Context: an optimization exercise on an open-source flow, tuned for small area. The choices shown serve that exercise and are no tape-out recipe. Where RTL was checked, it was by simulation tests only, not by an equivalence proof against the original. The RTL of runs 4 and 5 was laid out without a check of its function. No activity file was given, so power comes from the tool's default toggle rates.

==> design.v <==
module fc_tx (
    input  wire        clk,
    input  wire        rst,
    input  wire        cmd_valid,
    output wire        cmd_ready,
    input  wire [7:0]  cmd_id,
    input  wire [15:0] cmd_len,      
    input  wire        ack_valid,
    output wire        ack_ready,
    input  wire [7:0]  ack_seq,
    input  wire [7:0]  ack_type,
    input  wire        ack_short,    
    input  wire        pl_valid,
    output wire        pl_ready,
    input  wire [7:0]  pl_data,
    output wire        tx_valid,
    input  wire        tx_ready,
    output reg  [7:0]  tx_data,
    output reg  [3:0]  tx_err
);
    localparam [7:0] CTL_SOF = 8'h02;
    localparam [7:0] CTL_ACK = 8'h06;
    localparam [7:0] MT_CMD  = 8'hA0;
    localparam [7:0] LEN_ESC = 8'h82;
    localparam [15:0] CK_SEED = 16'h5725;
    localparam [3:0] T_IDLE  = 4'd0,
                     T_SOF   = 4'd1,
                     T_SEQ   = 4'd2,
                     T_TYPE  = 4'd3,
                     T_LEN0  = 4'd4,
                     T_LENHI = 4'd5,
                     T_LENLO = 4'd6,
                     T_ID    = 4'd7,
                     T_PAY   = 4'd8,
                     T_CKLO  = 4'd9,
                     T_CKHI  = 4'd10;
    reg [3:0]  state;
    reg        is_ack;
    reg [7:0]  seq_ctr;
    reg [7:0]  f_seq;
    reg [7:0]  f_type;
    reg [7:0]  f_id;
    reg [15:0] f_len;       
    reg [15:0] remain;      
    reg [15:0] acc;
    reg        par;
    wire idle = (state == T_IDLE);
    assign ack_ready = idle;
    assign cmd_ready = idle && !ack_valid;
    wire ack_fire = ack_valid && ack_ready;
    wire cmd_fire = cmd_valid && cmd_ready;
    wire ext_len = (f_len > 16'd255);
    assign tx_valid = !idle && (state != T_PAY || pl_valid);
    assign pl_ready = (state == T_PAY) && tx_ready;
    wire   tx_fire  = tx_valid && tx_ready;
    always @(*) begin
        case (state)
            T_SOF:   tx_data = is_ack ? CTL_ACK : CTL_SOF;
            T_SEQ:   tx_data = f_seq;
            T_TYPE:  tx_data = f_type;
            T_LEN0:  tx_data = ext_len ? LEN_ESC : f_len[7:0];
            T_LENHI: tx_data = f_len[15:8];
            T_LENLO: tx_data = f_len[7:0];
            T_ID:    tx_data = f_id;
            T_PAY:   tx_data = pl_data;
            T_CKLO:  tx_data = acc[7:0];
            T_CKHI:  tx_data = acc[15:8];
            default: tx_data = 8'h00;
        endcase
    end
    wire body_byte = (state == T_SEQ) || (state == T_TYPE) || (state == T_LEN0) ||
                     (state == T_LENHI) || (state == T_LENLO) || (state == T_ID) ||
                     (state == T_PAY);
    always @(posedge clk) begin
        if (rst) begin
            state   <= T_IDLE;
            seq_ctr <= 8'd0;
            tx_err  <= 4'd0;
        end else begin
            tx_err <= 4'd0;
            if (idle) begin
                if (ack_fire) begin
                    if (ack_short) begin
                        tx_err <= 4'd7;           
                    end else begin
                        is_ack <= 1'b1;
                        f_seq  <= ack_seq;
                        f_type <= ack_type;
                        acc    <= CK_SEED;
                        par    <= 1'b0;
                        state  <= T_SOF;
                    end
                end else if (cmd_fire) begin
                    if (cmd_len == 16'hFFFF) begin
                        tx_err <= 4'd8;           
                    end else begin
                        is_ack  <= 1'b0;
                        f_seq   <= seq_ctr;
                        seq_ctr <= seq_ctr + 8'd1;
                        f_type  <= MT_CMD;
                        f_id    <= cmd_id;
                        f_len   <= cmd_len + 16'd1;
                        remain  <= cmd_len;
                        acc     <= CK_SEED;
                        par     <= 1'b0;
                        state   <= T_SOF;
                    end
                end
            end else if (tx_fire) begin
                if (body_byte) begin
                    if (!par) acc[15:8] <= acc[15:8] ^ tx_data;
                    else      acc[7:0]  <= acc[7:0]  ^ tx_data;
                    par <= ~par;
                end
                case (state)
                    T_SOF:   state <= T_SEQ;
                    T_SEQ:   state <= T_TYPE;
                    T_TYPE:  state <= is_ack ? T_CKLO : T_LEN0;
                    T_LEN0:  state <= ext_len ? T_LENHI : T_ID;
                    T_LENHI: state <= T_LENLO;
                    T_LENLO: state <= T_ID;
                    T_ID:    state <= (remain == 16'd0) ? T_CKLO : T_PAY;
                    T_PAY: begin
                        remain <= remain - 16'd1;
                        if (remain == 16'd1) state <= T_CKLO;
                    end
                    T_CKLO:  state <= T_CKHI;
                    T_CKHI:  state <= T_IDLE;
                    default: state <= T_IDLE;
                endcase
            end
        end
    end
endmodule
module fc_rx #(
    parameter BUF   = 16,    
    parameter DEPTH = 8      
) (
    input  wire        clk,
    input  wire        rst,
    input  wire        open_req,
    input  wire        close_req,
    input  wire        in_valid,
    output wire        in_ready,
    input  wire [7:0]  in_data,
    output wire        q_valid,
    input  wire        q_pop,
    output wire        q_sentinel,
    output wire [7:0]  q_ctl,
    output wire [7:0]  q_seq,
    output wire [7:0]  q_mtype,
    output wire [15:0] q_len,
    output wire [15:0] q_cksum,
    input  wire [$clog2(BUF)-1:0] q_idx,
    output wire [7:0]  q_byte,
    output reg  [2:0]  ev_code,
    output wire        rx_closed,
    output reg         fault
);
    localparam [7:0] CTL_SOF = 8'h02;
    localparam [7:0] CTL_EOT = 8'h04;
    localparam [7:0] CTL_ACK = 8'h06;
    localparam [7:0] LEN_ESC = 8'h82;
    localparam [15:0] CK_SEED = 16'h5725;
    localparam [2:0] EV_NONE = 3'd0, EV_EMIT = 3'd1, EV_SENTINEL = 3'd2,
                     EV_BAD_MTYPE = 3'd3, EV_BAD_CKSUM = 3'd4,
                     EV_ZERO_LEN = 3'd5, EV_OVERFLOW = 3'd6;
    localparam [3:0] S_CLOSED = 4'd0,
                     S_SEEK   = 4'd1,
                     S_HSEQ   = 4'd2,
                     S_HTYPE  = 4'd3,
                     S_LEN0   = 4'd4,
                     S_LENHI  = 4'd5,
                     S_LENLO  = 4'd6,
                     S_BODY   = 4'd7,
                     S_CKLO   = 4'd8,
                     S_CKHI   = 4'd9,
                     S_FAULT  = 4'd10;
    localparam PW = $clog2(DEPTH);
    localparam IW = $clog2(BUF);
    reg [3:0]  state;
    reg        open_flag;
    reg [7:0]  r_ctl, r_seq, r_mtype, r_cklo;
    reg [15:0] r_len, r_cnt, r_acc;
    reg        r_par;
    reg [BUF*8-1:0] buf_q;      
    reg [BUF*8-1:0] qd [0:DEPTH-1];
    reg        qs    [0:DEPTH-1];
    reg [7:0]  qc    [0:DEPTH-1];
    reg [7:0]  qsq   [0:DEPTH-1];
    reg [7:0]  qm    [0:DEPTH-1];
    reg [15:0] ql    [0:DEPTH-1];
    reg [15:0] qk    [0:DEPTH-1];
    reg [PW-1:0] head, tail;
    reg [PW:0]   count;
    assign q_valid    = (count != 0);
    assign q_sentinel = qs[head];
    assign q_ctl      = qc[head];
    assign q_seq      = qsq[head];
    assign q_mtype    = qm[head];
    assign q_len      = ql[head];
    assign q_cksum    = qk[head];
    wire [BUF*8-1:0] q_head_data = qd[head];
    assign q_byte     = q_head_data[q_idx*8 +: 8];
    wire pop_fire = q_pop && q_valid;
    wire q_space  = (count < DEPTH) || pop_fire;
    assign in_ready  = (state == S_SEEK && open_flag) ||
                       (state != S_SEEK && state != S_CLOSED && state != S_FAULT);
    assign rx_closed = (state == S_CLOSED);
    wire in_fire = in_valid && in_ready;
    wire ctl_ok   = (in_data == CTL_SOF) || (in_data == CTL_EOT) || (in_data == CTL_ACK);
    wire mtype_ok = (in_data == 8'hA0) || (in_data == 8'hA1) || (in_data == 8'hBB);
    wire [15:0] acc_next = r_par ? {r_acc[15:8], r_acc[7:0] ^ in_data}
                                 : {r_acc[15:8] ^ in_data, r_acc[7:0]};
    wire ck_match = ({in_data, r_cklo} == r_acc);
    reg push_frame, push_sent;
    always @(*) begin
        push_frame = 1'b0;
        push_sent  = 1'b0;
        if (state == S_CKHI && in_fire && ck_match &&
            !(r_ctl == CTL_SOF && r_len == 16'd0) && q_space)
            push_frame = 1'b1;
        if (state == S_SEEK && !open_flag && q_space)
            push_sent = 1'b1;
    end
    always @(posedge clk) begin
        if (rst) begin
            state     <= S_CLOSED;
            open_flag <= 1'b0;
            fault     <= 1'b0;
            ev_code   <= EV_NONE;
        end else begin
            ev_code <= EV_NONE;
            if (close_req)
                open_flag <= 1'b0;
            case (state)
                S_CLOSED: begin
                    if (open_req) begin
                        state <= S_SEEK;
                        if (!close_req) open_flag <= 1'b1;
                    end
                end
                S_SEEK: begin
                    if (!open_flag) begin
                        if (q_space) begin
                            ev_code <= EV_SENTINEL;
                            state   <= S_CLOSED;
                        end else begin
                            ev_code <= EV_OVERFLOW;
                            fault   <= 1'b1;
                            state   <= S_FAULT;
                        end
                    end else if (in_fire && ctl_ok) begin
                        r_ctl <= in_data;
                        r_acc <= CK_SEED;
                        r_par <= 1'b0;
                        r_len <= 16'd0;
                        r_cnt <= 16'd0;
                        state <= S_HSEQ;
                    end
                end
                S_HSEQ: if (in_fire) begin
                    r_seq <= in_data;
                    r_acc <= acc_next;
                    r_par <= ~r_par;
                    state <= S_HTYPE;
                end
                S_HTYPE: if (in_fire) begin
                    r_mtype <= in_data;
                    r_acc   <= acc_next;
                    r_par   <= ~r_par;
                    if (!mtype_ok) begin
                        ev_code <= EV_BAD_MTYPE;
                        state   <= S_SEEK;
                    end else if (r_ctl == CTL_SOF)
                        state <= S_LEN0;
                    else
                        state <= S_CKLO;
                end
                S_LEN0: if (in_fire) begin
                    r_acc <= acc_next;
                    r_par <= ~r_par;
                    if (in_data == LEN_ESC)
                        state <= S_LENHI;
                    else begin
                        r_len <= {8'h00, in_data};
                        state <= (in_data == 8'h00) ? S_CKLO : S_BODY;
                    end
                end
                S_LENHI: if (in_fire) begin
                    r_acc <= acc_next;
                    r_par <= ~r_par;
                    r_len <= {in_data, 8'h00};
                    state <= S_LENLO;
                end
                S_LENLO: if (in_fire) begin
                    r_acc <= acc_next;
                    r_par <= ~r_par;
                    r_len <= {r_len[15:8], in_data};
                    state <= ({r_len[15:8], in_data} == 16'd0) ? S_CKLO : S_BODY;
                end
                S_BODY: if (in_fire) begin
                    r_acc <= acc_next;
                    r_par <= ~r_par;
                    r_cnt <= r_cnt + 16'd1;
                    if (r_cnt + 16'd1 == r_len)
                        state <= S_CKLO;
                end
                S_CKLO: if (in_fire) begin
                    r_cklo <= in_data;
                    state  <= S_CKHI;
                end
                S_CKHI: if (in_fire) begin
                    if (!ck_match) begin
                        ev_code <= EV_BAD_CKSUM;
                        state   <= S_SEEK;
                    end else if (r_ctl == CTL_SOF && r_len == 16'd0) begin
                        ev_code <= EV_ZERO_LEN;
                        state   <= S_SEEK;
                    end else if (!q_space) begin
                        ev_code <= EV_OVERFLOW;
                        fault   <= 1'b1;
                        state   <= S_FAULT;
                    end else begin
                        ev_code <= EV_EMIT;
                        state   <= S_SEEK;
                    end
                end
                S_FAULT: ;
                default: state <= S_CLOSED;
            endcase
        end
    end
    always @(posedge clk) begin
        if (state == S_BODY && in_fire && r_cnt < BUF)
            buf_q[r_cnt[IW-1:0]*8 +: 8] <= in_data;
    end
    always @(posedge clk) begin
        if (rst) begin
            head  <= {PW{1'b0}};
            tail  <= {PW{1'b0}};
            count <= {(PW+1){1'b0}};
        end else begin
            if (push_frame || push_sent)
                tail <= tail + 1'b1;
            if (pop_fire)
                head <= head + 1'b1;
            if ((push_frame || push_sent) && !pop_fire)
                count <= count + 1'b1;
            else if (pop_fire && !(push_frame || push_sent))
                count <= count - 1'b1;
        end
    end
    always @(posedge clk) begin
        if (push_sent) begin
            qs[tail] <= 1'b1;
        end else if (push_frame) begin
            qs[tail]  <= 1'b0;
            qc[tail]  <= r_ctl;
            qsq[tail] <= r_seq;
            qm[tail]  <= r_mtype;
            ql[tail]  <= r_len;
            qk[tail]  <= r_acc;
            qd[tail]  <= buf_q;
        end
    end
endmodule
module frame_codec (
    input  wire        clk,
    input  wire        rst,
    input  wire        cmd_valid,
    output wire        cmd_ready,
    input  wire [7:0]  cmd_id,
    input  wire [15:0] cmd_len,
    input  wire        ack_valid,
    output wire        ack_ready,
    input  wire [7:0]  ack_seq,
    input  wire [7:0]  ack_type,
    input  wire        ack_short,
    input  wire        pl_valid,
    output wire        pl_ready,
    input  wire [7:0]  pl_data,
    output wire        tx_valid,
    input  wire        tx_ready,
    output wire [7:0]  tx_data,
    output wire [3:0]  tx_err,
    input  wire        open_req,
    input  wire        close_req,
    input  wire        in_valid,
    output wire        in_ready,
    input  wire [7:0]  in_data,
    output wire        q_valid,
    input  wire        q_pop,
    output wire        q_sentinel,
    output wire [7:0]  q_ctl,
    output wire [7:0]  q_seq,
    output wire [7:0]  q_mtype,
    output wire [15:0] q_len,
    output wire [15:0] q_cksum,
    input  wire [3:0]  q_idx,
    output wire [7:0]  q_byte,
    output wire [2:0]  ev_code,
    output wire        rx_closed,
    output wire        fault
);
    fc_tx u_tx (
        .clk(clk), .rst(rst),
        .cmd_valid(cmd_valid), .cmd_ready(cmd_ready), .cmd_id(cmd_id), .cmd_len(cmd_len),
        .ack_valid(ack_valid), .ack_ready(ack_ready), .ack_seq(ack_seq),
        .ack_type(ack_type), .ack_short(ack_short),
        .pl_valid(pl_valid), .pl_ready(pl_ready), .pl_data(pl_data),
        .tx_valid(tx_valid), .tx_ready(tx_ready), .tx_data(tx_data),
        .tx_err(tx_err)
    );
    fc_rx #(.BUF(16), .DEPTH(8)) u_rx (
        .clk(clk), .rst(rst),
        .open_req(open_req), .close_req(close_req),
        .in_valid(in_valid), .in_ready(in_ready), .in_data(in_data),
        .q_valid(q_valid), .q_pop(q_pop), .q_sentinel(q_sentinel),
        .q_ctl(q_ctl), .q_seq(q_seq), .q_mtype(q_mtype), .q_len(q_len),
        .q_cksum(q_cksum), .q_idx(q_idx), .q_byte(q_byte),
        .ev_code(ev_code), .rx_closed(rx_closed), .fault(fault)
    );
endmodule
==> run.sh <==
#!/bin/bash
# synth_recipe.tcl (not shown) runs the flow's synth.tcl, then flattens the netlist and writes it again
# the make line also repeats each setting of config.mk as NAME=value (left out here)
make -C /OpenROAD-flow-scripts/flow DESIGN_CONFIG=/design/flow/config.mk WORK_HOME=/design/flow/orfs CLKGATE_MAP_FILE= SYNTH_SCRIPT=/design/flow/synth_recipe.tcl finish
==> config.mk <==
export PLATFORM = sky130hd
export DESIGN_NAME = frame_codec
export DESIGN_NICKNAME = frame_codec
export VERILOG_FILES = /design/flow/design.v
export SDC_FILE = /design/flow/constraint.sdc
export NUM_CORES = 4
export LEC_CHECK = 0
export CAP_MARGIN = 20
export CORE_MARGIN = 2
export CORE_UTILIZATION = 40
export SLEW_MARGIN = 20
==> constraint.sdc <==
create_clock -name core_clock -period 10.0 [get_ports {clk}]
set_input_delay 2.0000 -clock core_clock [delete_from_list [all_inputs] [get_ports {clk}]]
set_output_delay 2.0000 -clock core_clock [all_outputs]
set_load 0.01 [all_outputs]
==> metrics.cfg, run 1 <==
[status]
status = finished clean

[synthesis]
synth_compound_area_frac = 0.0227
synth_top_family_by_area = multiplexers
ys_seq_elements = 1799
ys_seq_area_frac = 0.753
synth_simple_gate_area_frac = 0.0339
avgSynthCellArea_um2 = 20.6
synth_xor_area_frac = 0.0128
ys_types = 64
synthFlopType = edfxtp_1
synth_top_area_cell = edfxtp_1
yosys_warnings = 2
yosysMostFrequentCell = edfxtp_1
synth_top_cells_by_area = edfxtp_1 (74%), mux4_2 (14%), mux2_2 (2.0%), dfxtp_1 (1.0%), nand2_1 (0.81%)
netlist_top_cells_count = edfxtp_1 (1,763), mux4_2 (451), nand2_1 (154)
synth_edf_count = 1763
synth_area_um2 = 71200
async_flop_share = 0
synth_adder_area_share = 0.00239
netlist_instances = 3452
synthMuxAreaShare = 0.163
yosysTopAreaCellShare = 0.743

[setup_path]
end_kind = output port
r2r_cells = 9
arrival_ns = 5.10
cpMaxStageDelayCell = buf_4
cp.required_ns = 8.00
start_kind = input pin
r2r_start = u_rx.state[2]
crit_fanout = 35
r2r_end = u_rx.qd[1][25]
cp_cell_sequence = buf_4 > buf_4 > mux4_2 > mux4_2 > mux2_2 > clkdlybuf4s50_1
critPathMaxStageDelay_ns = 0.61
r2r_setup_slack_ns = 5.35
crit_type = in -> out

[routing]
wl_per_cell_um = 26.0
drc = 0
dr.pass1.iters = 6
drt_iter0_markers = 3012
viasPerCell = 5.57
dr_total_vias = 34400
routed_wirelength_mm = 161
antenna_left = 0

[die]
die_h_um = 426
num_rows = 154
core_area_um2 = 176000
dieArea_um2 = 181000
ios = 159
start_util = 0.404
die_w_um = 426

[power_and_ir_drop]
power.density_nw_per_um2 = 217
switching_share = 0.242
internal_power_mw = 13.4
ir_drop_v = 0.000172
power_frac_comb = 0.145
fin_total_pwr_mw = 17.7
clkPwrFrac = 0.372
p_switching_mw = 4.29
seqPwrFrac = 0.483
leakage_nw = 24.9

[cts]
cts_buffers = 182
cts_root_buf = clkbuf_16
cts.sinks = 1799
postCtsSetupRepairBufs = 0
clock_latency_ns = 0.82
ctsResizeCount = 0
tritoncts = built
cts.clk_slew.worst_paths_ns = 0.06
ctsLongestPathBuffers = 3
hold_buffers = 0
htree_levels = 4

[job]
max_cap_viol_count = 0

[sta]
grt_setup_unrepaired = no
worst_slack_ns = 2.90
timing.fmax_ghz = 0.141
hold_viol = 0
drv_slew = 0
holdWs_ns = 0.468
timing.final.crit_period_ns = 7.10
fin_crit_sh = 0.710
finalSetupViolations = 0
skew_ns = 0.0322
slew_headroom = 0.239
setup_tns_ns = 0
worst_slew_pin_slew_ns = 1.14

[placed_design]
hpwl_mm = 87.8
pre_cts_ws_ns = 2.91
routabilityCongestion = 0.801
io_buffer_count = 158

[global_route]
grt_max_degree = 135
grt_pass1_vias = 35400
overflow = 0
grt_pass1_wl_mm = 239
grt_antenna_before_repair = 5
grt_use_total = 0.178

[finish]
area_delta_synth_final_pct = 14.6
layout-drive-gt1-share = 0.245
fin_nets = 3766

[min_path]
min_path_type = reg -> reg
min_from = u_rx.fault
whs_endpoint = u_rx.fault
hold_path_depth = 2

-- sequential cells by signal, indices dropped and copies added (netlist names), 16 cells and up, named ones only --
name	flops
u_rx.buf_q	128
u_rx.qc	64
u_rx.qd	1024
u_rx.qk	128
u_rx.ql	128
u_rx.qm	64
u_rx.qsq	64
u_rx.r_acc	16
u_rx.r_cnt	16
u_rx.r_len	16
u_tx.acc	16
u_tx.f_len	16
u_tx.remain	16
-- cell families after synthesis --
kind of cell	count (synthesis)
XOR/XNOR	102
multiplexers	580
AO/OA/AOI/OAI	248
adder cells (fa/ha/maj)	13
buffers and inverters	207
AND/OR/NAND/NOR	503
flip-flops	1799
-- worst max-delay path, delay by kind of cell --
family	cells	cell delay (ns)
mux	3	1.37
buf+inv	3	1.69
-- cells in the final DEF, fill, tap and decap left out, types with 6 or more instances in the layout --
cell type	n
a21oi_1	50
a22o_1	50
a22oi_1	13
a31oi_1	6
and2_1	10
and3_1	30
buf_12	17
buf_4	51
bufinv_16	12
clkbuf_1	34
clkbuf_16	185
clkdlybuf4s50_1	153
clkinv_1	46
clkinv_2	35
dfxtp_1	33
edfxtp_1	1763
ha_1	12
inv_1	25
inv_6	9
mux2_2	124
mux4_2	451
nand2_1	154
nand2b_1	11
nand3_1	33
nand4_1	14
nor2_1	120
nor2_4	7
nor2b_1	18
nor3_1	24
nor4_1	26
o21ai_0	81
or2_2	8
or3_1	8
or4_1	10
xnor2_1	66
xor2_1	35
-- layer usage --
layer  vias up  part of all wire  global-route usage
li1      14800                 -                   -
met3       209             0.056              0.0290
met5         -                 0                   0
met2      1061              0.50               0.296
met1     18400              0.42               0.245
met4         0             0.021              0.0457
-- power groups by stage --
stage | clock (mW) | sequential [mW] | combinational (mW)
6_report | 6.59 | 8.55 | 2.57
3_5_place_dp | 0 | 8.70 | 2.61
2_1_floorplan | 0 | 8.59 | 1.86
3_3_place_gp | 0 | 8.70 | 2.61
4_1_cts | 6.74 | 8.55 | 2.62
5_1_grt | 7.04 | 8.56 | 2.77
-- layout make-up --
class | count | area [µm²]
multi-input cells | 1446 | 16800
inverters | 27 | 101
clock inverters | 113 | 990
diodes | 2 | 5.00
well taps | 2340 | 2930
clock buffers | 223 | 4810
flip-flops and latches | 1799 | 53700
repair buffers | 226 | 2290
fillers | 14700 | 94900
-- metrics by stage --
stage                     instance area (µm²)  utilization  std cells
final                                   81600        0.463       6176
after global routing                    81600        0.463       6174
after CTS                               81600        0.462       6174
after detailed placement                75800        0.430       5838
after global placement                  75800        0.429       5837
after floorplan                         71200            -       3452
-- how the worst max path moves through the flow --
stage,startpoint,to,slack (ns),cells past startpoint
floorplan,in_data[7],u_rx.qc[6][0],-2.19,6
global placement,q_idx[1],q_byte[6],2.95,6
detailed placement,q_idx[1],q_byte[6],2.91,6
CTS,q_idx[1],q_byte[6],2.88,6
global route,q_idx[1],q_byte[6],2.86,6
finish,q_idx[1],q_byte[2],2.90,6
==> run 2: changes to the inputs <==
--- a/design.v
+++ b/design.v
@@ -18,3 +18,3 @@
     output reg  [7:0]  tx_data,
-    output reg  [3:0]  tx_err
+    output wire [3:0]  tx_err
 );
@@ -38,10 +38,9 @@
     reg        is_ack;
-    reg [7:0]  seq_ctr;
-    reg [7:0]  f_seq;
-    reg [7:0]  f_type;
-    reg [7:0]  f_id;
+    reg [7:0]  seq_ctr;     
+    reg [7:0]  f_a;         
     reg [15:0] f_len;       
-    reg [15:0] remain;      
     reg [15:0] acc;
     reg        par;
+    reg        err7, err8;
+    assign tx_err = {err8, err7, err7, err7};
     wire idle = (state == T_IDLE);
@@ -51,3 +50,3 @@
     wire cmd_fire = cmd_valid && cmd_ready;
-    wire ext_len = (f_len > 16'd255);
+    wire ext_len = |f_len[15:8];
     assign tx_valid = !idle && (state != T_PAY || pl_valid);
@@ -58,4 +57,4 @@
             T_SOF:   tx_data = is_ack ? CTL_ACK : CTL_SOF;
-            T_SEQ:   tx_data = f_seq;
-            T_TYPE:  tx_data = f_type;
+            T_SEQ:   tx_data = is_ack ? f_a : seq_ctr;
+            T_TYPE:  tx_data = is_ack ? f_len[7:0] : MT_CMD;
             T_LEN0:  tx_data = ext_len ? LEN_ESC : f_len[7:0];
@@ -63,3 +62,3 @@
             T_LENLO: tx_data = f_len[7:0];
-            T_ID:    tx_data = f_id;
+            T_ID:    tx_data = f_a;
             T_PAY:   tx_data = pl_data;
@@ -77,5 +76,7 @@
             seq_ctr <= 8'd0;
-            tx_err  <= 4'd0;
+            err7    <= 1'b0;
+            err8    <= 1'b0;
         end else begin
-            tx_err <= 4'd0;
+            err7 <= 1'b0;
+            err8 <= 1'b0;
             if (idle) begin
@@ -83,10 +84,10 @@
                     if (ack_short) begin
-                        tx_err <= 4'd7;           
+                        err7 <= 1'b1;             
                     end else begin
-                        is_ack <= 1'b1;
-                        f_seq  <= ack_seq;
-                        f_type <= ack_type;
-                        acc    <= CK_SEED;
-                        par    <= 1'b0;
-                        state  <= T_SOF;
+                        is_ack     <= 1'b1;
+                        f_a        <= ack_seq;
+                        f_len[7:0] <= ack_type;
+                        acc        <= CK_SEED;
+                        par        <= 1'b0;
+                        state      <= T_SOF;
                     end
@@ -94,11 +95,7 @@
                     if (cmd_len == 16'hFFFF) begin
-                        tx_err <= 4'd8;           
+                        err8 <= 1'b1;             
                     end else begin
                         is_ack  <= 1'b0;
-                        f_seq   <= seq_ctr;
-                        seq_ctr <= seq_ctr + 8'd1;
-                        f_type  <= MT_CMD;
-                        f_id    <= cmd_id;
+                        f_a     <= cmd_id;
                         f_len   <= cmd_len + 16'd1;
-                        remain  <= cmd_len;
                         acc     <= CK_SEED;
@@ -116,3 +113,6 @@
                     T_SOF:   state <= T_SEQ;
-                    T_SEQ:   state <= T_TYPE;
+                    T_SEQ: begin
+                        if (!is_ack) seq_ctr <= seq_ctr + 8'd1;
+                        state <= T_TYPE;
+                    end
                     T_TYPE:  state <= is_ack ? T_CKLO : T_LEN0;
@@ -121,6 +121,6 @@
                     T_LENLO: state <= T_ID;
-                    T_ID:    state <= (remain == 16'd0) ? T_CKLO : T_PAY;
+                    T_ID:    state <= (f_len == 16'd1) ? T_CKLO : T_PAY;
                     T_PAY: begin
-                        remain <= remain - 16'd1;
-                        if (remain == 16'd1) state <= T_CKLO;
+                        f_len <= f_len - 16'd1;
+                        if (f_len == 16'd2) state <= T_CKLO;
                     end
@@ -134,6 +134,3 @@
 endmodule
-module fc_rx #(
-    parameter BUF   = 16,    
-    parameter DEPTH = 8      
-) (
+module fc_rx (
     input  wire        clk,
@@ -153,3 +150,3 @@
     output wire [15:0] q_cksum,
-    input  wire [$clog2(BUF)-1:0] q_idx,
+    input  wire [3:0]  q_idx,
     output wire [7:0]  q_byte,
@@ -178,30 +175,36 @@
                      S_FAULT  = 4'd10;
-    localparam PW = $clog2(DEPTH);
-    localparam IW = $clog2(BUF);
     reg [3:0]  state;
     reg        open_flag;
-    reg [7:0]  r_ctl, r_seq, r_mtype, r_cklo;
+    reg        r_sof, r_c6;
+    reg [7:0]  r_seq, r_cklo;
+    reg [1:0]  r_mt;
     reg [15:0] r_len, r_cnt, r_acc;
     reg        r_par;
-    reg [BUF*8-1:0] buf_q;      
-    reg [BUF*8-1:0] qd [0:DEPTH-1];
-    reg        qs    [0:DEPTH-1];
-    reg [7:0]  qc    [0:DEPTH-1];
-    reg [7:0]  qsq   [0:DEPTH-1];
-    reg [7:0]  qm    [0:DEPTH-1];
-    reg [15:0] ql    [0:DEPTH-1];
-    reg [15:0] qk    [0:DEPTH-1];
-    reg [PW-1:0] head, tail;
-    reg [PW:0]   count;
-    assign q_valid    = (count != 0);
-    assign q_sentinel = qs[head];
-    assign q_ctl      = qc[head];
+    reg [127:0] buf_q;      
+    reg [7:0]  qsq [0:7];
+    reg [1:0]  qm  [0:7];
+    reg        qc6 [0:7];
+    reg [15:0] ql  [0:7];
+    reg [15:0] qk  [0:7];
+    reg [2:0]  head, tail;
+    reg [3:0]  count;
+    reg [127:0] ring [0:7];
+    reg [2:0]   ph;         
+    reg         pend;       
+    reg [2:0]   pslot;
+    wire [1:0] hmt = qm[head];
+    assign q_valid    = (count != 4'd0);
+    assign q_sentinel = &hmt;
     assign q_seq      = qsq[head];
-    assign q_mtype    = qm[head];
     assign q_len      = ql[head];
     assign q_cksum    = qk[head];
-    wire [BUF*8-1:0] q_head_data = qd[head];
-    assign q_byte     = q_head_data[q_idx*8 +: 8];
+    assign q_mtype    = {1'b1, 1'b0, 1'b1, hmt[1], hmt[1], 1'b0, hmt[1], hmt[1] | hmt[0]};
+    wire   len_nz     = |q_len;
+    assign q_ctl      = {5'd0, ~len_nz, len_nz | qc6[head], 1'b0};
+    wire [2:0]   hpos   = head + ph;
+    wire [127:0] hdata  = ring[hpos];
+    wire         bypass = pend && (pslot == head);
+    assign q_byte = bypass ? buf_q[q_idx*8 +: 8] : hdata[q_idx*8 +: 8];
     wire pop_fire = q_pop && q_valid;
-    wire q_space  = (count < DEPTH) || pop_fire;
+    wire q_space  = !count[3] || pop_fire;
     assign in_ready  = (state == S_SEEK && open_flag) ||
@@ -211,3 +214,5 @@
     wire ctl_ok   = (in_data == CTL_SOF) || (in_data == CTL_EOT) || (in_data == CTL_ACK);
-    wire mtype_ok = (in_data == 8'hA0) || (in_data == 8'hA1) || (in_data == 8'hBB);
+    wire is_a1    = (in_data == 8'hA1);
+    wire is_bb    = (in_data == 8'hBB);
+    wire mtype_ok = (in_data == 8'hA0) || is_a1 || is_bb;
     wire [15:0] acc_next = r_par ? {r_acc[15:8], r_acc[7:0] ^ in_data}
@@ -215,12 +220,6 @@
     wire ck_match = ({in_data, r_cklo} == r_acc);
-    reg push_frame, push_sent;
-    always @(*) begin
-        push_frame = 1'b0;
-        push_sent  = 1'b0;
-        if (state == S_CKHI && in_fire && ck_match &&
-            !(r_ctl == CTL_SOF && r_len == 16'd0) && q_space)
-            push_frame = 1'b1;
-        if (state == S_SEEK && !open_flag && q_space)
-            push_sent = 1'b1;
-    end
+    wire push_frame = (state == S_CKHI) && in_fire && ck_match &&
+                      !(r_sof && r_len == 16'd0) && q_space;
+    wire push_sent  = (state == S_SEEK) && !open_flag && q_space;
+    wire push       = push_frame || push_sent;
     always @(posedge clk) begin
@@ -253,3 +252,4 @@
                     end else if (in_fire && ctl_ok) begin
-                        r_ctl <= in_data;
+                        r_sof <= (in_data == CTL_SOF);
+                        r_c6  <= (in_data == CTL_ACK);
                         r_acc <= CK_SEED;
@@ -268,5 +268,5 @@
                 S_HTYPE: if (in_fire) begin
-                    r_mtype <= in_data;
-                    r_acc   <= acc_next;
-                    r_par   <= ~r_par;
+                    r_mt  <= {is_bb, is_a1};
+                    r_acc <= acc_next;
+                    r_par <= ~r_par;
                     if (!mtype_ok) begin
@@ -274,3 +274,3 @@
                         state   <= S_SEEK;
-                    end else if (r_ctl == CTL_SOF)
+                    end else if (r_sof)
                         state <= S_LEN0;
@@ -316,3 +316,3 @@
                         state   <= S_SEEK;
-                    end else if (r_ctl == CTL_SOF && r_len == 16'd0) begin
+                    end else if (r_sof && r_len == 16'd0) begin
                         ev_code <= EV_ZERO_LEN;
@@ -334,4 +334,4 @@
     always @(posedge clk) begin
-        if (state == S_BODY && in_fire && r_cnt < BUF)
-            buf_q[r_cnt[IW-1:0]*8 +: 8] <= in_data;
+        if (state == S_BODY && in_fire && r_cnt[15:4] == 12'd0)
+            buf_q[r_cnt[3:0]*8 +: 8] <= in_data;
     end
@@ -339,14 +339,14 @@
         if (rst) begin
-            head  <= {PW{1'b0}};
-            tail  <= {PW{1'b0}};
-            count <= {(PW+1){1'b0}};
+            head  <= 3'd0;
+            tail  <= 3'd0;
+            count <= 4'd0;
         end else begin
-            if (push_frame || push_sent)
-                tail <= tail + 1'b1;
+            if (push)
+                tail <= tail + 3'd1;
             if (pop_fire)
-                head <= head + 1'b1;
-            if ((push_frame || push_sent) && !pop_fire)
-                count <= count + 1'b1;
-            else if (pop_fire && !(push_frame || push_sent))
-                count <= count - 1'b1;
+                head <= head + 3'd1;
+            if (push && !pop_fire)
+                count <= count + 4'd1;
+            else if (pop_fire && !push)
+                count <= count - 4'd1;
         end
@@ -354,14 +354,33 @@
     always @(posedge clk) begin
-        if (push_sent) begin
-            qs[tail] <= 1'b1;
-        end else if (push_frame) begin
-            qs[tail]  <= 1'b0;
-            qc[tail]  <= r_ctl;
+        if (push) begin
+            qm[tail]  <= push_sent ? 2'd3 : r_mt;
             qsq[tail] <= r_seq;
-            qm[tail]  <= r_mtype;
+            qc6[tail] <= r_c6;
             ql[tail]  <= r_len;
             qk[tail]  <= r_acc;
-            qd[tail]  <= buf_q;
         end
     end
+    wire       want   = push_frame || pend;
+    wire [2:0] islot  = pend ? pslot : tail;
+    wire [2:0] ipos   = islot + ph + 3'd1;
+    wire       ins    = want && (ipos[1:0] == 2'd0);
+    wire       ins0   = ins && !ipos[2];
+    wire       ins4   = ins &&  ipos[2];
+    always @(posedge clk) begin
+        if (rst) begin
+            ph   <= 3'd0;
+            pend <= 1'b0;
+        end else begin
+            ph   <= ph + 3'd1;
+            pend <= want && !ins;
+        end
+        pslot <= islot;
+    end
+    integer p;
+    always @(posedge clk) begin
+        ring[0] <= ins0 ? buf_q : ring[7];
+        ring[4] <= ins4 ? buf_q : ring[3];
+        for (p = 1; p < 8; p = p + 1)
+            if (p != 4) ring[p] <= ring[p-1];
+    end
 endmodule
@@ -414,3 +433,3 @@
     );
-    fc_rx #(.BUF(16), .DEPTH(8)) u_rx (
+    fc_rx u_rx (
         .clk(clk), .rst(rst),
--- a/config.mk
+++ b/config.mk
@@ -7,2 +7,3 @@
 export LEC_CHECK = 0
+export ABC_AREA = 1
 export CAP_MARGIN = 20
==> metrics.cfg, run 2 <==
[status]
status = finished clean

[synthesis]
ys_seq_area_frac = 0.614
yosys_warnings = 3
netlist_top_cells_count = nand2_1 (1,645), dfxtp_1 (1,067), nand3_1 (874)
synth_edf_count = 583
yosysTopAreaCellShare = 0.337
ys_types = 55
netlist_instances = 7044
avgSynthCellArea_um2 = 8.99
synthFlopType = dfxtp_1
ys_seq_elements = 1650
async_flop_share = 0
yosysMostFrequentCell = nand2_1
synth_top_area_cell = dfxtp_1
synth_area_um2 = 63300
synth_top_cells_by_area = dfxtp_1 (34%), edfxtp_1 (28%), nand2_1 (9.8%), nand3_1 (6.9%), nor2_1 (4.4%)

[routing]
wl_per_cell_um = 19.5
antenna_left = 0
viasPerCell = 5.33
routed_wirelength_mm = 180
dr_total_vias = 49200
drt_iter0_markers = 4640
drc = 0
dr.pass1.iters = 5

[cts]
clock_latency_ns = 0.84
cts_root_buf = clkbuf_16
cts.clk_slew.worst_paths_ns = 0.06
cts_buffers = 169
ctsLongestPathBuffers = 3
ctsResizeCount = 0
hold_buffers = 0
tritoncts = built
cts.sinks = 1650
htree_levels = 4
postCtsSetupRepairBufs = 0

[setup_path]
start_kind = register
arrival_ns = 5.88
crit_type = reg -> out
cp.required_ns = 8.00
end_kind = output port
crit_fanout = 67
r2r_end = u_rx.buf_q[96]
r2r_setup_slack_ns = 5.22
r2r_start = u_rx.r_cnt[0]
r2r_cells = 10

[sta]
slew_headroom = 0.175
timing.fmax_ghz = 0.127
grt_setup_unrepaired = no
setup_tns_ns = 0
skew_ns = 0.0673
worst_slew_pin_slew_ns = 1.23
holdWs_ns = 0.319
hold_viol = 0
fin_crit_sh = 0.788
drv_slew = 0
timing.final.crit_period_ns = 7.88
finalSetupViolations = 0

[power_and_ir_drop]
power.density_nw_per_um2 = 252
fin_total_pwr_mw = 18.1
seqPwrFrac = 0.414
internal_power_mw = 12.1
p_switching_mw = 6.01
switching_share = 0.331
ir_drop_v = 0.000177
power_frac_comb = 0.234
leakage_nw = 29.2
clkPwrFrac = 0.352

[global_route]
grt_use_total = 0.218
grt_max_degree = 171
overflow = 0
grt_antenna_before_repair = 5
grt_pass1_wl_mm = 277
grt_pass1_vias = 46700
met1_usage = 0.297
grt_use_met3 = 0.0365
top_usage_layer = met2
met2_usage = 0.355

[finish]
mostFrequentLayoutCell = nand2_1
final_cell_mix = nand2_1 (1,642), dfxtp_1 (1,065), nand3_1 (874)
fin_nets = 7126
finalNonFillerCells = 9238
layout-drive-gt1-share = 0.0564
final_util = 0.459
top_register = u_rx.ring
area_delta_synth_final_pct = 13.7
largest_reg_flops = 1024

[die]
dieArea_um2 = 161000
die_w_um = 402
start_util = 0.404
core_area_um2 = 157000
ios = 159
num_rows = 145
die_h_um = 402

[placed_design]
io_buffer_count = 148
dp.cells = 8923
hpwl_mm = 106
routabilityCongestion = 0.908

[min_path]
whs_endpoint = u_rx.ring[1][102]
min_path_type = reg -> reg
min_from = u_rx.ring[0][102]
hold_path_depth = 0

[job]
max_cap_viol_count = 0

## run 2: cell types whose count changed after synthesis, sizes merged, moves of 82 or more
cell / previous run / this run
edfxtp: 1763 / 583
mux4: 451 / 0
o22ai: 3 / 158
mux2: 124 / 0
nand3: 33 / 875
dfxtp: 36 / 1067
a21oi: 50 / 135
inv: 25 / 436
clkbuf: 116 / 198
nand2: 154 / 1651
buf: 64 / 223
o21ai: 81 / 705
nor2: 130 / 745
## run 2: how the worst max path moves through the flow
stage,depth (start not counted),end,start,slack [ns]
global placement,11,q_byte[6],q_idx[0],2.44
CTS,18,q_byte[6],u_rx.ph[0],2.12
floorplan,4,u_rx.buf_q[0],in_valid,0.19
detailed placement,11,q_byte[6],q_idx[0],2.44
finish,18,q_byte[6],u_rx.ph[0],2.12
global route,18,q_byte[1],u_rx.ph[0],1.96
## run 2: worst max-delay path, cell delays in order (launching register included)
cell	delay [ns]
dfxtp_1	0.34
ha_1	0.21
fa_1	0.56
nor2_4	0.38
buf_4	0.44
inv_1	0.19
nor2_4	0.63
buf_12	0.51
nand2_1	0.09
nand2_1	0.08
nor2_1	0.05
nand2_1	0.05
nand2_1	0.07
nand3_1	0.08
nand3_1	0.13
nand2_1	0.15
nand3_1	0.09
nand2_1	0.34
clkdlybuf4s50_1	0.63
## run 2: power by group through the flow
stage | clock network (mW) | logic (mW) | registers, mW
floorplan | 0 | 2.67 | 7.55
global placement | 0 | 4.19 | 7.65
detailed placement | 0 | 4.22 | 7.66
CTS | 6.49 | 4.23 | 7.52
global route | 6.77 | 4.64 | 7.55
finish | 6.39 | 4.24 | 7.52
## run 2: cells by family after synthesis
kind of cell    after synthesis  synth area share
simple gates               3358             0.221
flops                      1650             0.614
compound gates             1090            0.0924
buf+inv                     867            0.0598
xor+xnor                     58           0.00868
fa+ha+maj                    19           0.00399
other cells                   2          0.000119
## run 2: final cells by class
class                   instances  area (µm²)
fillers                     14800       84800
flip-flops and latches       1650       38900
multi-input cells            4535       20900
clock buffers                 249        4940
well taps                    2058        2570
repair buffers                234        2230
inverters                     446        1680
clock inverters                65         816
diodes                          1        2.50
## run 2: per-stage QoR
stage	area, µm²	worst slack (ns)
2_1_floorplan	63300	0.190
3_3_place_gp	66200	2.44
3_5_place_dp	66200	2.44
4_1_cts	72000	2.12
5_1_grt	72000	1.96
6_report	72000	2.12
## run 2: layer usage
metal	vias up	share of wire
met1	23800	0.44
met5	-	0.000061
met4	2	0.024
met3	278	0.068
met2	1699	0.47
li1	23500	-
==> run 3: changes to the inputs <==
--- a/config.mk
+++ b/config.mk
@@ -7,3 +7,2 @@
 export LEC_CHECK = 0
-export ABC_AREA = 1
 export CAP_MARGIN = 20
==> metrics.cfg, run 3 <==
[synthesis]
synth_top_area_cell = dfxtp_1
ys_seq_area_frac = 0.629
synth_compound_area_frac = 0.0968
synth_top_family_by_area = multiplexers
synth_xor_area_frac = 0.0171
synth_top_cells_by_area = dfxtp_1 (35%), edfxtp_1 (28%), mux2_2 (6.7%), mux4_2 (5.7%), o21ai_0 (2.0%)
netlist_instances = 4708
yosysTopAreaCellShare = 0.346
synth_adder_area_share = 0.00409
yosysMostFrequentCell = dfxtp_1
yosys_warnings = 3
async_flop_share = 0
synthMuxAreaShare = 0.146
synth_area_um2 = 61700
ys_seq_elements = 1650
ys_types = 94
avgSynthCellArea_um2 = 13.1
synth_simple_gate_area_frac = 0.0767
synth_edf_count = 583
synthFlopType = dfxtp_1
netlist_top_cells_count = dfxtp_1 (1,067), edfxtp_1 (583), mux2_2 (367)

[die]
die_w_um = 397
die_h_um = 397
num_rows = 144
ios = 159
dieArea_um2 = 158000
start_util = 0.402
core_area_um2 = 154000

[setup_path]
cpMaxStageDelayCell = fa_4
arrival_ns = 6.34
cp.required_ns = 8.00
cp_cell_sequence = ha_4 > fa_4 > buf_4 > nor2_2 > nand2_4 > buf_4 > nor2_1 > a311oi_1 > nor2_1 > a221oi_1 > o221ai_1 > o31ai_1 > clkdlybuf4s50_1
end_kind = output port
crit_fanout = 41
start_kind = register
cp_top_family = buffers and inverters
critPathMaxStageDelay_ns = 1.12
crit_type = reg -> out
cp_num_buf_inv = 3

[sta]
worst_slew_pin_slew_ns = 1.25
timing.final.crit_period_ns = 8.34
grt_setup_unrepaired = no
fin_crit_sh = 0.834
finalSetupViolations = 0
setup_tns_ns = 0
skew_ns = 0.0553
timing.fmax_ghz = 0.120
drv_slew = 0
hold_viol = 0
slew_headroom = 0.163

[cts]
ctsLongestPathBuffers = 3
cts.sinks = 1650
cts_root_buf = clkbuf_16
htree_levels = 4
cts.clk_slew.worst_paths_ns = 0.06
clock_latency_ns = 0.80
hold_buffers = 0
cts_buffers = 167
tritoncts = built
postCtsSetupRepairBufs = 0
ctsResizeCount = 0

[power_and_ir_drop]
ir_drop_v = 0.000184
fin_total_pwr_mw = 17.3
power.density_nw_per_um2 = 244
leakage_nw = 25.1

[finish]
top_register = u_rx.ring
final-seq-area_um2 = 38900
area_delta_synth_final_pct = 14.6
fill_cells = 13600
fin_nets = 4890
final_cell_mix = dfxtp_1 (1,064), edfxtp_1 (583), mux2_2 (367)
largest_reg_flops = 1024
multi_input_area_um2 = 21200
layout-drive-gt1-share = 0.191
fin_area_um2 = 70800
mostFrequentLayoutCell = dfxtp_1

[routing]
dr.pass1.iters = 5
antenna_left = 0
dr_total_vias = 40300
wl_per_cell_um = 25.8
drt_iter0_markers = 3823
drc = 0
viasPerCell = 5.76
routed_wirelength_mm = 180

[global_route]
top_usage_layer = met2
grt_pass1_vias = 39900
grt_pass1_wl_mm = 266
grt_use_met3 = 0.0456
grt_use_total = 0.225
grt_antenna_before_repair = 3
met2_usage = 0.353
overflow = 0
met1_usage = 0.305
grt_max_degree = 129

[placed_design]
hpwl_mm = 109
routabilityCongestion = 0.922
io_buffer_count = 148
place_area_um2 = 65100

[job]
max_cap_viol_count = 0

[min_path]
min_path_type = reg -> reg

[status]
status = finished clean

-- run 3: cell count changes after synthesis, sizes merged, moves of 46 or more --
| cell | delta |
|---|---|
| nand2 | -1320 |
| nand3 | -769 |
| nor2 | -493 |
| o21ai | -452 |
| inv | -396 |
| mux2 | +381 |
| mux4 | +157 |
| o22ai | -130 |
| mux2i | +121 |
| a221oi | +56 |
| clkbuf | -56 |
| a22o | +53 |
| nor3 | +46 |
-- run 3: final cells by class --
| type | count | share of cell area |
|---|---|---|
| Antenna cell | 4 | 0.000141 |
| Clock buffer | 243 | 0.0688 |
| Clock inverter | 69 | 0.0108 |
| Inverter | 41 | 0.00225 |
| Multi-Input combinational cell | 2700 | 0.300 |
| Sequential cell | 1650 | 0.549 |
| Tap cell | 2044 | 0.0361 |
| Timing Repair Buffer | 240 | 0.0322 |
-- run 3: power breakdown --
part	switching, mW	internal, mW
logic	2.19	1.30
clock network	2.71	3.63
registers	0.238	7.20
-- run 3: logic make-up after synthesis --
group / after synthesis
adder cells (fa/ha/maj): 19
AO/OA/AOI/OAI: 897
AND/OR/NAND/NOR: 1004
XOR/XNOR: 111
multiplexers: 659
buffers and inverters: 366
flip-flops: 1650
other: 2
-- run 3: worst paths after layout --
path | startpoint | endpoint | slack (ns) | cells after the start
worst max register to register | u_rx.r_acc[11] | u_rx.qc6[4] | 5.63 | 9
worst min register to register | u_rx.ring[2][18] | u_rx.ring[3][18] | 0.33 | 0
worst max-delay path | u_rx.head[0] | q_byte[1] | 1.66 | 13
worst min-delay path | u_rx.ring[2][18] | u_rx.ring[3][18] | 0.33 | 0
-- run 3: worst reg2reg max path, stage by stage (launching register included) --
cell      delay, ns
edfxtp_1       0.52
xnor2_1        0.30
nand2_1        0.08
nor4_1         0.52
nand3_1        0.33
nor3_2         0.40
o21a_1         0.30
nand2b_1       0.28
nor2_4         0.78
buf_4          0.50
-- run 3: per-stage QoR --
step                worst slack (ns)   util  hold slack, ns  std cells
global route                    1.50  0.460           0.326       6991
finish                          1.66  0.460           0.326       6991
CTS                             1.78  0.460           0.324       6987
global placement                2.51  0.424           0.326       6674
detailed placement              2.54  0.424           0.330       6675
floorplan                       1.65      -           0.323       4716
-- run 3: metal layers --
metal | up-vias | share of wire
met1 | 20300 | 0.43
met4 | 0 | 0.037
met2 | 1864 | 0.46
met5 | - | 0
li1 | 17800 | -
met3 | 351 | 0.082
==> run 4: changes to the inputs <==
--- a/design.v
+++ b/design.v
@@ -177,32 +177,31 @@
     reg        open_flag;
-    reg        r_sof, r_c6;
-    reg [7:0]  r_seq, r_cklo;
+    reg        r_sof, r_c6k, r_c6;
+    reg [7:0]  r_seq;
     reg [1:0]  r_mt;
     reg [15:0] r_len, r_cnt, r_acc;
-    reg        r_par;
+    reg        r_par, r_cklo_ok;
     reg [127:0] buf_q;      
-    reg [7:0]  qsq [0:7];
-    reg [1:0]  qm  [0:7];
-    reg        qc6 [0:7];
-    reg [15:0] ql  [0:7];
-    reg [15:0] qk  [0:7];
+    reg        qs [0:7];
     reg [2:0]  head, tail;
     reg [3:0]  count;
-    reg [127:0] ring [0:7];
-    reg [2:0]   ph;         
-    reg         pend;       
+    reg [42:0]  hring [0:7];    
+    reg [127:0] dring [0:7];
+    reg [2:0]   ph;
+    reg         hpend, dpend;   
     reg [2:0]   pslot;
-    wire [1:0] hmt = qm[head];
+    wire [2:0]   hpos  = head + ph;
+    wire         hbyp  = hpend && (pslot == head);
+    wire         dbyp  = dpend && (pslot == head);
+    wire [42:0]  hhd   = hbyp ? {r_c6, r_mt, r_seq, r_len, r_acc} : hring[hpos];
+    wire [127:0] dhd   = dring[hpos];
+    wire [1:0]   hmt   = hhd[41:40];
     assign q_valid    = (count != 4'd0);
-    assign q_sentinel = &hmt;
-    assign q_seq      = qsq[head];
-    assign q_len      = ql[head];
-    assign q_cksum    = qk[head];
+    assign q_sentinel = qs[head];
+    assign q_seq      = hhd[39:32];
+    assign q_len      = hhd[31:16];
+    assign q_cksum    = hhd[15:0];
     assign q_mtype    = {1'b1, 1'b0, 1'b1, hmt[1], hmt[1], 1'b0, hmt[1], hmt[1] | hmt[0]};
     wire   len_nz     = |q_len;
-    assign q_ctl      = {5'd0, ~len_nz, len_nz | qc6[head], 1'b0};
-    wire [2:0]   hpos   = head + ph;
-    wire [127:0] hdata  = ring[hpos];
-    wire         bypass = pend && (pslot == head);
-    assign q_byte = bypass ? buf_q[q_idx*8 +: 8] : hdata[q_idx*8 +: 8];
+    assign q_ctl      = {5'd0, ~len_nz, len_nz | hhd[42], 1'b0};
+    assign q_byte     = dbyp ? buf_q[q_idx*8 +: 8] : dhd[q_idx*8 +: 8];
     wire pop_fire = q_pop && q_valid;
@@ -219,3 +218,3 @@
                                  : {r_acc[15:8] ^ in_data, r_acc[7:0]};
-    wire ck_match = ({in_data, r_cklo} == r_acc);
+    wire ck_match = r_cklo_ok && (in_data == r_acc[15:8]);
     wire push_frame = (state == S_CKHI) && in_fire && ck_match &&
@@ -253,7 +252,3 @@
                         r_sof <= (in_data == CTL_SOF);
-                        r_c6  <= (in_data == CTL_ACK);
-                        r_acc <= CK_SEED;
-                        r_par <= 1'b0;
-                        r_len <= 16'd0;
-                        r_cnt <= 16'd0;
+                        r_c6k <= (in_data == CTL_ACK);
                         state <= S_HSEQ;
@@ -263,4 +258,7 @@
                     r_seq <= in_data;
-                    r_acc <= acc_next;
-                    r_par <= ~r_par;
+                    r_c6  <= r_c6k;
+                    r_acc <= {CK_SEED[15:8] ^ in_data, CK_SEED[7:0]};
+                    r_par <= 1'b1;
+                    r_len <= 16'd0;
+                    r_cnt <= 16'd0;
                     state <= S_HTYPE;
@@ -309,4 +307,4 @@
                 S_CKLO: if (in_fire) begin
-                    r_cklo <= in_data;
-                    state  <= S_CKHI;
+                    r_cklo_ok <= (in_data == r_acc[7:0]);
+                    state     <= S_CKHI;
                 end
@@ -354,32 +352,37 @@
     always @(posedge clk) begin
-        if (push) begin
-            qm[tail]  <= push_sent ? 2'd3 : r_mt;
-            qsq[tail] <= r_seq;
-            qc6[tail] <= r_c6;
-            ql[tail]  <= r_len;
-            qk[tail]  <= r_acc;
-        end
+        if (push)
+            qs[tail] <= push_sent;
     end
-    wire       want   = push_frame || pend;
-    wire [2:0] islot  = pend ? pslot : tail;
-    wire [2:0] ipos   = islot + ph + 3'd1;
-    wire       ins    = want && (ipos[1:0] == 2'd0);
-    wire       ins0   = ins && !ipos[2];
-    wire       ins4   = ins &&  ipos[2];
+    wire [2:0] islot = push_frame ? tail : pslot;
+    wire [2:0] ipos  = islot + ph + 3'd1;
+    wire       hwant = push_frame || hpend;
+    wire       dwant = push_frame || dpend;
+    wire       hins  = hwant && (ipos == 3'd0 || ipos == 3'd3 || ipos == 3'd6);
+    wire       dins  = dwant && (ipos[1:0] == 2'd0);
     always @(posedge clk) begin
         if (rst) begin
-            ph   <= 3'd0;
-            pend <= 1'b0;
+            ph    <= 3'd0;
+            hpend <= 1'b0;
+            dpend <= 1'b0;
         end else begin
-            ph   <= ph + 3'd1;
-            pend <= want && !ins;
+            ph    <= ph + 3'd1;
+            hpend <= hwant && !hins;
+            dpend <= dwant && !dins;
         end
-        pslot <= islot;
+        if (push_frame)
+            pslot <= tail;
     end
+    wire [42:0] hnew = {r_c6, r_mt, r_seq, r_len, r_acc};
     integer p;
     always @(posedge clk) begin
-        ring[0] <= ins0 ? buf_q : ring[7];
-        ring[4] <= ins4 ? buf_q : ring[3];
-        for (p = 1; p < 8; p = p + 1)
-            if (p != 4) ring[p] <= ring[p-1];
+        for (p = 0; p < 8; p = p + 1) begin
+            if ((p == 0 || p == 3 || p == 6) && hins && ipos == p)
+                hring[p] <= hnew;
+            else
+                hring[p] <= hring[(p + 7) % 8];
+            if ((p == 0 || p == 4) && dins && ipos == p)
+                dring[p] <= buf_q;
+            else
+                dring[p] <= dring[(p + 7) % 8];
+        end
     end
--- a/config.mk
+++ b/config.mk
@@ -7,2 +7,3 @@
 export LEC_CHECK = 0
+export ABC_AREA = 1
 export CAP_MARGIN = 20
@@ -10,2 +11,4 @@
 export CORE_UTILIZATION = 40
+export CTS_BUF_LIST = sky130_fd_sc_hd__clkbuf_4 sky130_fd_sc_hd__clkbuf_8
+export CTS_CLUSTER_SIZE = 20
 export SLEW_MARGIN = 20
==> metrics.cfg, run 4 <==
[status]
status = finished clean

[cts]
cts_buffers = 287
ctsResizeCount = 0
postCtsSetupRepairBufs = 0
clock_latency_ns = 1.00
hold_buffers = 0
tritoncts = built
cts.clk_slew.worst_paths_ns = 0.06
ctsLongestPathBuffers = 4
htree_levels = 5
cts.sinks = 1653
cts_root_buf = clkbuf_8

[synthesis]
netlist_top_cells_count = nand2_1 (2,327), dfxtp_1 (1,412), o21ai_0 (579)
yosysMostFrequentCell = nand2_1
avgSynthCellArea_um2 = 8.27
synth_edf_count = 241
async_flop_share = 0
synth_top_cells_by_area = dfxtp_1 (46%), nand2_1 (14%), edfxtp_1 (12%), o21ai_0 (4.7%), nand3_1 (4.0%)
ys_types = 60
synthFlopType = dfxtp_1
ys_seq_area_frac = 0.581
synth_area_um2 = 61100
yosysTopAreaCellShare = 0.462
ys_seq_elements = 1653
netlist_instances = 7390
synth_top_area_cell = dfxtp_1
yosys_warnings = 4

[finish]
area_delta_synth_final_pct = 14.4
layout-drive-gt1-share = 0.0835
fin_nets = 7602
mostFrequentLayoutCell = nand2_1
top_register = u_rx.dring
final_cell_mix = nand2_1 (2,327), dfxtp_1 (1,412), o21ai_0 (579)
finalNonFillerCells = 9743
largest_reg_flops = 1024

[die]
die_h_um = 395
die_w_um = 395
num_rows = 143
dieArea_um2 = 156000
ios = 159
start_util = 0.402
core_area_um2 = 152000

[job]
max_cap_viol_count = 0

[sta]
drv_slew = 0
timing.fmax_ghz = 0.117
fin_crit_sh = 0.857
timing.final.crit_period_ns = 8.57
setup_tns_ns = 0
hold_viol = 0
grt_setup_unrepaired = no
skew_ns = 0.0704
worst_slew_pin_slew_ns = 1.23
finalSetupViolations = 0
slew_headroom = 0.177

[setup_path]
crit_fanout = 67
cp.required_ns = 8.00
crit_type = reg -> out
start_kind = register
arrival_ns = 6.57
end_kind = output port

[power_and_ir_drop]
clkPwrFrac = 0.371
power.density_nw_per_um2 = 245
fin_total_pwr_mw = 17.1
internal_power_mw = 11.6
p_switching_mw = 5.53
leakage_nw = 29.8
ir_drop_v = 0.000300
power_frac_comb = 0.221
seqPwrFrac = 0.408
switching_share = 0.323

[placed_design]
dp.cells = 9252
hpwl_mm = 115
io_buffer_count = 148
routabilityCongestion = 0.918

[routing]
top_layer = met5
antenna_left = 0
drc = 0
viasPerCell = 5.20
drt_iter0_markers = 4978
wl_per_cell_um = 20.1
dr_total_vias = 50700
met1_length_mm = 84.9
routed_wirelength_mm = 196
dr.pass1.iters = 8
wl_met2_mm = 88.0
route.met3.wl_mm = 15.5

[global_route]
grt_antenna_before_repair = 6
grt_pass1_wl_mm = 297
grt_pass1_vias = 49000
grt_max_degree = 162
overflow = 0
grt_use_total = 0.246

[min_path]
min_path_type = reg -> reg

-- run 4: cell count changes after synthesis, moves of 296 or more --
cell	delta
o21ai_0	+331
edfxtp_1	-342
dfxtp_1	+345
inv_1	+528
mux2_2	-366
nand2_1	+1999
nand3_1	+377
nor2_1	+296
-- run 4: per-layer routing --
layer / up-vias / track usage
met5: - / 0
li1: 24200 / -
met2: 2165 / 0.393
met4: 6 / 0.101
met3: 445 / 0.0454
met1: 23800 / 0.327
-- run 4: final timing paths --
check / start / cells after the start / to / slack (ns)
max: u_rx.head[0] / 19 / q_ctl[1] / 1.43
min: u_rx.hring[1][20] / 0 / u_rx.hring[2][20] / 0.30
max reg2reg: u_rx.r_acc[11] / 20 / u_rx.dring[0][40] / 5.24
min reg2reg: u_rx.hring[1][20] / 0 / u_rx.hring[2][20] / 0.30
-- run 4: power groups by stage --
stage / registers, mW / clock network [mW] / logic (mW)
final: 6.99 / 6.35 / 3.79
after global placement: 7.13 / 0 / 3.75
after global routing: 7.00 / 6.76 / 4.11
after detailed placement: 7.13 / 0 / 3.77
after CTS: 6.99 / 6.45 / 3.78
after floorplan: 7.09 / 0 / 2.24
-- run 4: metrics by stage --
stage	setup slack [ns]	util	cell area, µm²	hold slack [ns]
6_report	1.43	0.460	69900	0.297
3_3_place_gp	2.49	0.422	64000	0.327
3_5_place_dp	2.47	0.422	64000	0.330
5_1_grt	1.07	0.460	69900	0.305
2_1_floorplan	1.96	-	61200	0.324
4_1_cts	1.35	0.460	69900	0.307
-- run 4: worst max-delay path, cell delays in order, from the launching register on --
cell and delay, ns:
dfxtp_1 0.42, ha_1 0.20, fa_1 0.24, nand3_4 0.38, nand2_8 0.62, buf_4 0.49, nand2_1 0.29, inv_4 0.78
buf_4 0.49, nand2_1 0.17, o21ai_0 0.21, inv_1 0.08, nand2_1 0.07, o21bai_1 0.06, nand2_1 0.11, nor2_1 0.06
nand2_1 0.11, nor2_1 0.08, nand3_1 0.09, clkdlybuf4s50_1 0.54
-- run 4: area by class of cell --
class / count / area, µm²
fill: 14700 / 82000
sequential: 1653 / 35500
clock inverter: 40 / 352
inverter: 590 / 2240
multi-input combinational: 4752 / 21600
timing repair buffer: 228 / 2170
clock buffer: 447 / 5500
tap: 2030 / 2540
antenna: 3 / 7.51
-- run 4: kinds of logic (layout without fill, tap and decap cells) --
kind of cell | after synthesis | after routing | synth area share
compound gates | 1053 | 1053 | 0.0945
xor+xnor | 52 | 52 | 0.00790
fa+ha+maj | 19 | 19 | 0.00426
buf+inv | 993 | 1305 | 0.0686
flops | 1653 | 1653 | 0.581
mux | 1 | 1 | 0.000184
other cells | 2 | 13 | 0.000123
simple gates | 3617 | 3617 | 0.244
==> run 5: changes to the inputs <==
--- a/design.v
+++ b/design.v
@@ -186,12 +186,11 @@
     reg [3:0]  count;
-    reg [42:0]  hring [0:7];    
-    reg [127:0] dring [0:7];
+    reg [170:0] ring [0:7];     
     reg [2:0]   ph;
-    reg         hpend, dpend;   
+    reg         pend;           
     reg [2:0]   pslot;
     wire [2:0]   hpos  = head + ph;
-    wire         hbyp  = hpend && (pslot == head);
-    wire         dbyp  = dpend && (pslot == head);
-    wire [42:0]  hhd   = hbyp ? {r_c6, r_mt, r_seq, r_len, r_acc} : hring[hpos];
-    wire [127:0] dhd   = dring[hpos];
+    wire         byp   = pend && (pslot == head);
+    wire [170:0] rhd   = ring[hpos];
+    wire [42:0]  hhd   = byp ? {r_c6, r_mt, r_seq, r_len, r_acc} : rhd[170:128];
+    wire [127:0] dhd   = rhd[127:0];
     wire [1:0]   hmt   = hhd[41:40];
@@ -205,3 +204,3 @@
     assign q_ctl      = {5'd0, ~len_nz, len_nz | hhd[42], 1'b0};
-    assign q_byte     = dbyp ? buf_q[q_idx*8 +: 8] : dhd[q_idx*8 +: 8];
+    assign q_byte     = byp ? buf_q[q_idx*8 +: 8] : dhd[q_idx*8 +: 8];
     wire pop_fire = q_pop && q_valid;
@@ -257,14 +256,12 @@
                 S_HSEQ: if (in_fire) begin
-                    r_seq <= in_data;
-                    r_c6  <= r_c6k;
-                    r_acc <= {CK_SEED[15:8] ^ in_data, CK_SEED[7:0]};
-                    r_par <= 1'b1;
-                    r_len <= 16'd0;
-                    r_cnt <= 16'd0;
-                    state <= S_HTYPE;
+                    r_cnt[7:0] <= in_data;
+                    state      <= S_HTYPE;
                 end
                 S_HTYPE: if (in_fire) begin
+                    r_seq <= r_cnt[7:0];
+                    r_c6  <= r_c6k;
                     r_mt  <= {is_bb, is_a1};
-                    r_acc <= acc_next;
-                    r_par <= ~r_par;
+                    r_len <= 16'd0;
+                    r_acc <= CK_SEED ^ {r_cnt[7:0], in_data};
+                    r_par <= 1'b0;
                     if (!mtype_ok) begin
@@ -280,2 +277,3 @@
                     r_par <= ~r_par;
+                    r_cnt <= 16'd0;
                     if (in_data == LEN_ESC)
@@ -357,15 +355,13 @@
     wire [2:0] ipos  = islot + ph + 3'd1;
-    wire       hwant = push_frame || hpend;
-    wire       dwant = push_frame || dpend;
-    wire       hins  = hwant && (ipos == 3'd0 || ipos == 3'd3 || ipos == 3'd6);
-    wire       dins  = dwant && (ipos[1:0] == 2'd0);
+    wire       want  = push_frame || pend;
+    wire       ins   = want && (ipos[1:0] == 2'd0);
+    wire       ins0  = ins && !ipos[2];
+    wire       ins4  = ins &&  ipos[2];
     always @(posedge clk) begin
         if (rst) begin
-            ph    <= 3'd0;
-            hpend <= 1'b0;
-            dpend <= 1'b0;
+            ph   <= 3'd0;
+            pend <= 1'b0;
         end else begin
-            ph    <= ph + 3'd1;
-            hpend <= hwant && !hins;
-            dpend <= dwant && !dins;
+            ph   <= ph + 3'd1;
+            pend <= want && !ins;
         end
@@ -374,15 +370,9 @@
     end
-    wire [42:0] hnew = {r_c6, r_mt, r_seq, r_len, r_acc};
+    wire [170:0] rnew = {r_c6, r_mt, r_seq, r_len, r_acc, buf_q};
     integer p;
     always @(posedge clk) begin
-        for (p = 0; p < 8; p = p + 1) begin
-            if ((p == 0 || p == 3 || p == 6) && hins && ipos == p)
-                hring[p] <= hnew;
-            else
-                hring[p] <= hring[(p + 7) % 8];
-            if ((p == 0 || p == 4) && dins && ipos == p)
-                dring[p] <= buf_q;
-            else
-                dring[p] <= dring[(p + 7) % 8];
-        end
+        ring[0] <= ins0 ? rnew : ring[7];
+        ring[4] <= ins4 ? rnew : ring[3];
+        for (p = 1; p < 8; p = p + 1)
+            if (p != 4) ring[p] <= ring[p-1];
     end
--- a/config.mk
+++ b/config.mk
@@ -7,3 +7,2 @@
 export LEC_CHECK = 0
-export ABC_AREA = 1
 export CAP_MARGIN = 20
==> metrics.cfg, run 5 <==
[status]
status = finished clean

[die]
die_w_um = 390
dieArea_um2 = 152000
ios = 159
num_rows = 141
die_h_um = 390
core_area_um2 = 148000
start_util = 0.404

[synthesis]
ys_types = 92
yosysMostFrequentCell = dfxtp_1
synth_top_area_cell = dfxtp_1
yosysTopAreaCellShare = 0.473
async_flop_share = 0
synth_edf_count = 241
synth_top_cells_by_area = dfxtp_1 (47%), edfxtp_1 (12%), mux2_2 (6.6%), o21ai_0 (2.9%), nand2_1 (2.7%)
netlist_instances = 5274
yosys_warnings = 3
netlist_top_cells_count = dfxtp_1 (1,411), nand2_1 (427), mux2_2 (349)
synth_area_um2 = 59700
ys_seq_area_frac = 0.595
ys_seq_elements = 1652
avgSynthCellArea_um2 = 11.3
synthFlopType = dfxtp_1

[sta]
worst_slew_pin_slew_ns = 1.29
timing.fmax_ghz = 0.113
drv_slew = 0
setup_tns_ns = 0
skew_ns = 0.0664
slew_headroom = 0.136
timing.final.crit_period_ns = 8.81
worst_slack_ns = 1.19
grt_setup_unrepaired = no
fin_crit_sh = 0.881
hold_viol = 0
finalSetupViolations = 0

[placed_design]
routabilityCongestion = 0.928
pre_cts_ws_ns = 2.36
io_buffer_count = 148
hpwl_mm = 132
place_area_um2 = 63000

[finish]
largest_reg_flops = 1368
final_util = 0.465
mostFrequentLayoutCell = dfxtp_1
top_register = u_rx.ring
fin_area_um2 = 68800
final_cell_mix = dfxtp_1 (1,411), nand2_1 (426), mux2_2 (349)
fill_cells = 13500
fin_nets = 5538
area_delta_synth_final_pct = 15.3
layout-drive-gt1-share = 0.182

[setup_path]
crit_fanout = 47
end_kind = output port
crit_start = u_rx.head[0]
r2r_start = u_rx.r_acc[9]
cp.required_ns = 8.00
crit_type = reg -> out
arrival_ns = 6.81
start_kind = register

[cts]
htree_levels = 5
clock_latency_ns = 1.00
cts_buffers = 281
ctsResizeCount = 0
hold_buffers = 0
cts.sinks = 1652
cts_root_buf = clkbuf_8
tritoncts = built
ctsLongestPathBuffers = 4
cts.clk_slew.worst_paths_ns = 0.06
postCtsSetupRepairBufs = 0

[global_route]
grt_max_degree = 129
grt_antenna_before_repair = 17
grt_pass1_vias = 43900
overflow = 0
grt_pass1_wl_mm = 304
grt_use_total = 0.270

[routing]
dr_total_vias = 45300
routed_wirelength_mm = 211
wl_per_cell_um = 27.9
viasPerCell = 5.97
drt_iter0_markers = 6095
antenna_left = 0
dr.pass1.iters = 7
drc = 0

[min_path]
min_path_type = reg -> reg
min_from = u_rx.ring[2][149]

[power_and_ir_drop]
leakage_nw = 26.3
ir_drop_v = 0.000205
power.density_nw_per_um2 = 260
fin_total_pwr_mw = 17.9

[job]
max_cap_viol_count = 0

## run 5: cell types whose count changed after synthesis, sizes merged, moves of 53 or more
cell	before	now
nand2	2347	427
inv	580	61
mux2	1	442
nand3	488	113
o21ai	687	348
nor2	560	322
mux2i	0	133
nand4	149	31
a21oi	139	244
a22oi	0	91
a22o	17	86
nor3	36	89
## run 5: cells by family (layout without fill, tap and decap cells)
logic type	Yosys count	count (layout)	synth area share
xor gates and xnor gates	97	97	0.0147
buffers and inverters	434	789	0.0325
adders and majority gates	20	20	0.00440
other	2	26	0.000126
AOI/OAI and AO/OA	1294	1294	0.144
muxes	619	619	0.122
and+or+nand+nor	1156	1156	0.0874
DFF	1652	1652	0.595
## run 5: through the flow
stage	instances	hold WS, ns
floorplan	5282	0.323
global placement	7095	0.325
detailed placement	7095	0.329
CTS	7567	0.318
global route	7575	0.325
finish	7583	0.318
## run 5: metal layers
layer	wire length, µm	vias up	global-route usage
li1	-	19700	-
met2	92800	2630	0.412
met4	10500	20	0.133
met3	20300	602	0.0632
met1	87400	22300	0.358
met5	140	-	0
## run 5: layout make-up
cell class / count / area (µm²) / share of cell area
Clock buffer: 420 / 5290 / 0.0769
Timing Repair Buffer: 251 / 2340 / 0.0341
Inverter: 66 / 250 / 0.00364
Antenna cell: 16 / 40.0 / 0.000582
Tap cell: 1930 / 2410 / 0.0351
Sequential cell: 1652 / 35500 / 0.516
Clock inverter: 52 / 422 / 0.00613
Multi-Input combinational cell: 3196 / 22600 / 0.328
## run 5: final timing paths
check	end	cells after the start	slack, ns
worst max-delay path	q_byte[0]	13	1.19
worst min-delay path	u_rx.ring[3][149]	0	0.32
worst max register to register	u_rx.ring[4][12]	14	4.62
worst min register to register	u_rx.ring[3][149]	0	0.32
## run 5: worst max-delay path, stage by stage (launching register included)
cell and delay (ns):
dfxtp_1 0.46, ha_4 0.16, inv_1 0.04, fa_4 0.54
xor3_4 0.62, buf_4 0.61, nand2_1 0.78, o22ai_1 0.42
nand3_1 0.11, o2111a_1 0.17, o21ai_1 0.39, o21ai_0 0.27
or4b_1 0.70, clkdlybuf4s50_1 0.54
## run 5: report_power, final
group          total (mW)  switching [mW]  internal, mW
Clock                6.23            2.70          3.53
Sequential           7.04           0.154          6.88
Combinational        4.63            3.20          1.43

Check on run 5: ideal ports give 1.187 ns setup slack; a clkbuf_16 on the clock port and buf_2 on the inputs give 1.114 ns; moving port delays by the midpoint clock arrival (1.043 ns) as well gives 2.157 ns.
